This design comes from an exercise in tuning for small area, a short achievable clock period and few clock cycles per item on the open sky130 flow, not from production work. The RTL was checked by simulation tests, not by an equivalence proof against the original design. Power figures rest on the tool's default switching activity, not on a simulated workload.

## P
Design hacodec, start of the top module:
module hacodec (
    input  wire       clk,
    input  wire       rst,
    input  wire       in_valid,
    output wire       in_ready,
    input  wire [7:0] in_data,
    input  wire       in_last,
    output wire       out_valid,
    input  wire       out_ready,
    output wire [7:0] out_data,
    output wire       out_last
);
Size: roughly 230 flip-flops, roughly 13,000 sq um of cells after synthesis.
export LEC_CHECK = 0
export ABC_CLOCK_PERIOD_IN_PS = 4000
export CAP_MARGIN = 20
export CORE_MARGIN = 2
export CORE_UTILIZATION = 40
export CTS_CLUSTER_DIAMETER = 100
export CTS_CLUSTER_SIZE = 20
export SETUP_SLACK_MARGIN = 5
export SLEW_MARGIN = 20
create_clock -name core_clock -period 10.0 [get_ports {clk}]
standard.sh (not shown) runs the stock make flow with config.mk's settings and CLKGATE_MAP_FILE= SYNTH_SCRIPT=/design/flow/synth_recipe.tcl, a recipe that flattens the netlist after the stock synthesis.
==> flow/flow/run.sh <==
#!/bin/bash
set -euo pipefail
bash standard.sh SYNTH_SCRIPT="$PWD/flow/synth_abc.tcl" ADDER_MAP_FILE= SETUP_SLACK_MARGIN=6.5 MATCH_CELL_FOOTPRINT=0 \
  "BUFFER_PORTS_ARGS=-buffer_cell sky130_fd_sc_hd__buf_4" finish > flow_standard.log 2>&1
==> flow/flow/synth_abc.tcl <==
# synth_recipe.tcl (the standard synthesis) with one change: the technology mapping of the
# combinational logic uses ABC's default script for a liberty mapping (abc -liberty ... -D)
# instead of ORFS's abc_speed.script. Flip-flops are mapped before ABC and are not touched.
proc synth {args} { yosys synth -nofsm -noshare {*}$args }
proc abc {args} {
  set i [lsearch -exact $args -script]
  if {$i >= 0 && [string match *abc_speed.script [lindex $args [expr {$i + 1}]]]} {
    set args [lreplace $args $i [expr {$i + 1}]]
  }
  yosys abc {*}$args
}
source $::env(SCRIPTS_DIR)/synth.tcl
# left out here: clear keep_hierarchy, flatten, clean up, hide names made inside functions, write 1_2_yosys.v
Testbench counts of P, summed over its fixed seeds: cycles 248,529, requests 32,000.
> inputs changed (P -> Q)
diff --git a/flow/design.v b/flow/design.v
--- a/flow/design.v
+++ b/flow/design.v
@@ -248,49 +248,58 @@
         case (oph)
             3'd0:    code = opl[0] ? 3'd5 : 3'd3;
             3'd3:    code = opl[0] ? 3'd4 : 3'd2;
             3'd4:    code = (opl[0] & ~opl[2]) ? 3'd3 : 3'd5;
             default: code = 3'd1;
         endcase
     end
     wire       k7    = fatal & ~opf0;
     wire       badr  = bad | (~hdr & (rem != 8'd1));
     wire       n_bad = badr | chk_bad | (hdr & (in_data != 8'd0));
     wire       n_oe  = oe | chk_oe;
-    wire [2:0] st_n  = k7 ? 3'd7 : n_bad ? 3'd6 : n_oe ? code : 3'd0;
     reg [2:0] st_1;
     always @(*) begin
         if (fatal & ~i_f0)                  st_1 = 3'd7;
         else if (~i_known | ~i_len1)        st_1 = 3'd6;
         else if (i_fparse)                  st_1 = (flen == 4'd0) ? 3'd4 : 3'd0;
         else if (i_tsget)                   st_1 = (flen < 4'd7) ? 3'd4 : okF6 ? 3'd0 : 3'd3;
         else if (i_v16get)                  st_1 = (flen < 4'd3) ? 3'd4 : okF2 ? 3'd0 : 3'd3;
         else                                st_1 = 3'd0;
     end
-    wire [2:0] status = first ? st_1 : st_n;
-    wire       res_ok = ~status[2] & (status[1] == status[0]);    
     reg [3:0] rl_n, rl_1;
     always @(*) begin
         case (oph)
             3'd0:    rl_n = 4'd1;
             3'd1:    rl_n = opl[0] ? 4'd2 : 4'd1;
             3'd2:    rl_n = opl[0] ? 4'd3 : 4'd1;
             3'd4:    rl_n = o_put ? 4'd0 : opl[1] ? 4'd2 : 4'd6;
             default: rl_n = 4'd0;
         endcase
         rl_1 = 4'd0;
         if (i_fparse | i_fread) rl_1 = flen + 4'd1;
         if (i_tsget)            rl_1 = 4'd6;
         if (i_v16get | (ih == 3'd7)) rl_1 = 4'd2;
     end
     wire [3:0] rl = first ? rl_1 : rl_n;
+    wire [6:0] oesel = {s_nok, s_99, s_39, s_15, s_63, s_9, s_fl};
+    wire [6:0] oecmp = {~bok(in_data), in_data > 8'd99, in_data > 8'd39, in_data > 8'd15,
+                        in_data > 8'd63, in_data > 8'd9, (in_data == 8'd0) | (in_data > 8'd10)};
+    wire       chkb  = (s_1 & (in_data > 8'd1)) | (hdr & (in_data != 8'd0));
+    wire       cn3   = (code != 3'd3);
+    wire       zl_n  = (rl_n == 4'd0);
+    wire [2:0] od_n;
+    assign od_n[2] = k7 | badr | (oe & code[2]) | chkb | (|(oesel & oecmp & {7{code[2]}}));
+    assign od_n[1] = k7 | badr | (oe & code[1]) | chkb | (|(oesel & oecmp & {7{code[1]}}));
+    assign od_n[0] = k7 | (~badr & ~chkb & code[0] & (oe | (|(oesel & oecmp))));
+    wire       ol_n  = zl_n | k7 | badr | (oe & cn3) | chkb | (|(oesel & oecmp & {7{cn3}}));
+    wire       ol_1  = ~(~st_1[2] & (st_1[1] == st_1[0])) | (rl_1 == 4'd0);
     wire [3:0] bp0 = first ? ((ih == 3'd3) ? 4'd0 : i_get ? 4'd2 : 4'd1)
                            : (o_enc ? 4'd2 : 4'd1);
     wire       i_frb = fbin & (i_fparse | i_fread);
     wire        hg   = ~tx & first & ~fbin & ~rok;
     wire        h0   = hd | hg | hbg;
     wire [7:0]  ha   = hd ? S[0] : F[1];
     wire [7:0]  hb   = hf ? F[2] : S[1];
     wire [15:0] hx   = {S[8], S[9]};
     wire [14:0] ha1  = {hx[11:0], 3'd0};
     wire [14:0] ha2  = {hx[13:0], 1'b0};
     wire [14:0] ha3  = {11'd0, (hc == 2'd2) ? hb[7:4] : hb[3:0]};
@@ -391,24 +400,24 @@
             cpend <= 1'b0;
             if (wst) begin
                 if (od[2:0] != 3'd7) err <= od[2:0];
                 if (od[2:0] == 3'd1) fatal <= 1'b1;
             end
             if (cpend & (od[2:0] == 3'd0)) begin
                 Fv   <= Sv;
                 flen <= nlen;
                 fbin <= nfb;
             end
             if (~tx) begin
-                od <= {5'd0, status};
-                ol <= ~res_ok | (rl == 4'd0);
+                od <= {5'd0, first ? st_1 : od_n};
+                ol <= first ? ol_1 : ol_n;
             end
             if (acc) begin
                 eq39 <= (in_data == 8'd39);
                 if (first) begin
                     oph  <= ih;
                     opl  <= il;
                     opf0 <= i_f0;
                     hp   <= 2'd1;
                     wp   <= {3'd0, i_enc};
                     bad  <= ~i_known;
                     oe   <= 1'b0;
==> summary.txt <==
On fraction of area in clock buffers and inverters, Q and P are basically level. Re die area: P was lower than Q. Per the comparison of Q with P, detailed-route vias per instance fell by 0.13, overall power rose by 0.13 mW, non-clock buffer count rose by 6, worst hold slack stayed essentially flat. Relative to P, post-synthesis cell area has increased by 120 sq um in Q. P -> Q: non-clock buffer area fraction after layout flat. Changes observed in Q relative to P: share of cells above drive strength 1 higher, wire length higher, count of filler cells inserted in the layout higher.
Testbench counts of Q, summed over its fixed seeds: cycles 248,529, requests 32,000.

==> re-timing with driven ports <==
Ports are ideal in the flow. The routed layouts listed here were re-timed in OpenROAD.
Step 1, drivers: a clkbuf_16 drives clk and a buf_2 each remaining input, both assumed.
Step 2, shift: input delay + t, output delay - t, t = (earliest + latest rising clock arrival at the registers) / 2. This alone moves slack from input paths to output paths.
Three values: ideal ports, drivers, drivers and shift; two values: the first two.
run	t, ns	setup WS [ns]	hold slack, ns	worst setup path at the end
P	0.548	6.434 / 6.371 / 5.823	0.421 / 0.421 / 0.421	input to register
Q	0.568	6.410 / 6.363 / 5.795	0.420 / 0.420 / 0.420	input to register
After both steps setup and hold are still met in every run listed. For Q, which loses most, drivers alone change the setup slack by -0.047 ns; drivers and shift together by -0.615 ns.
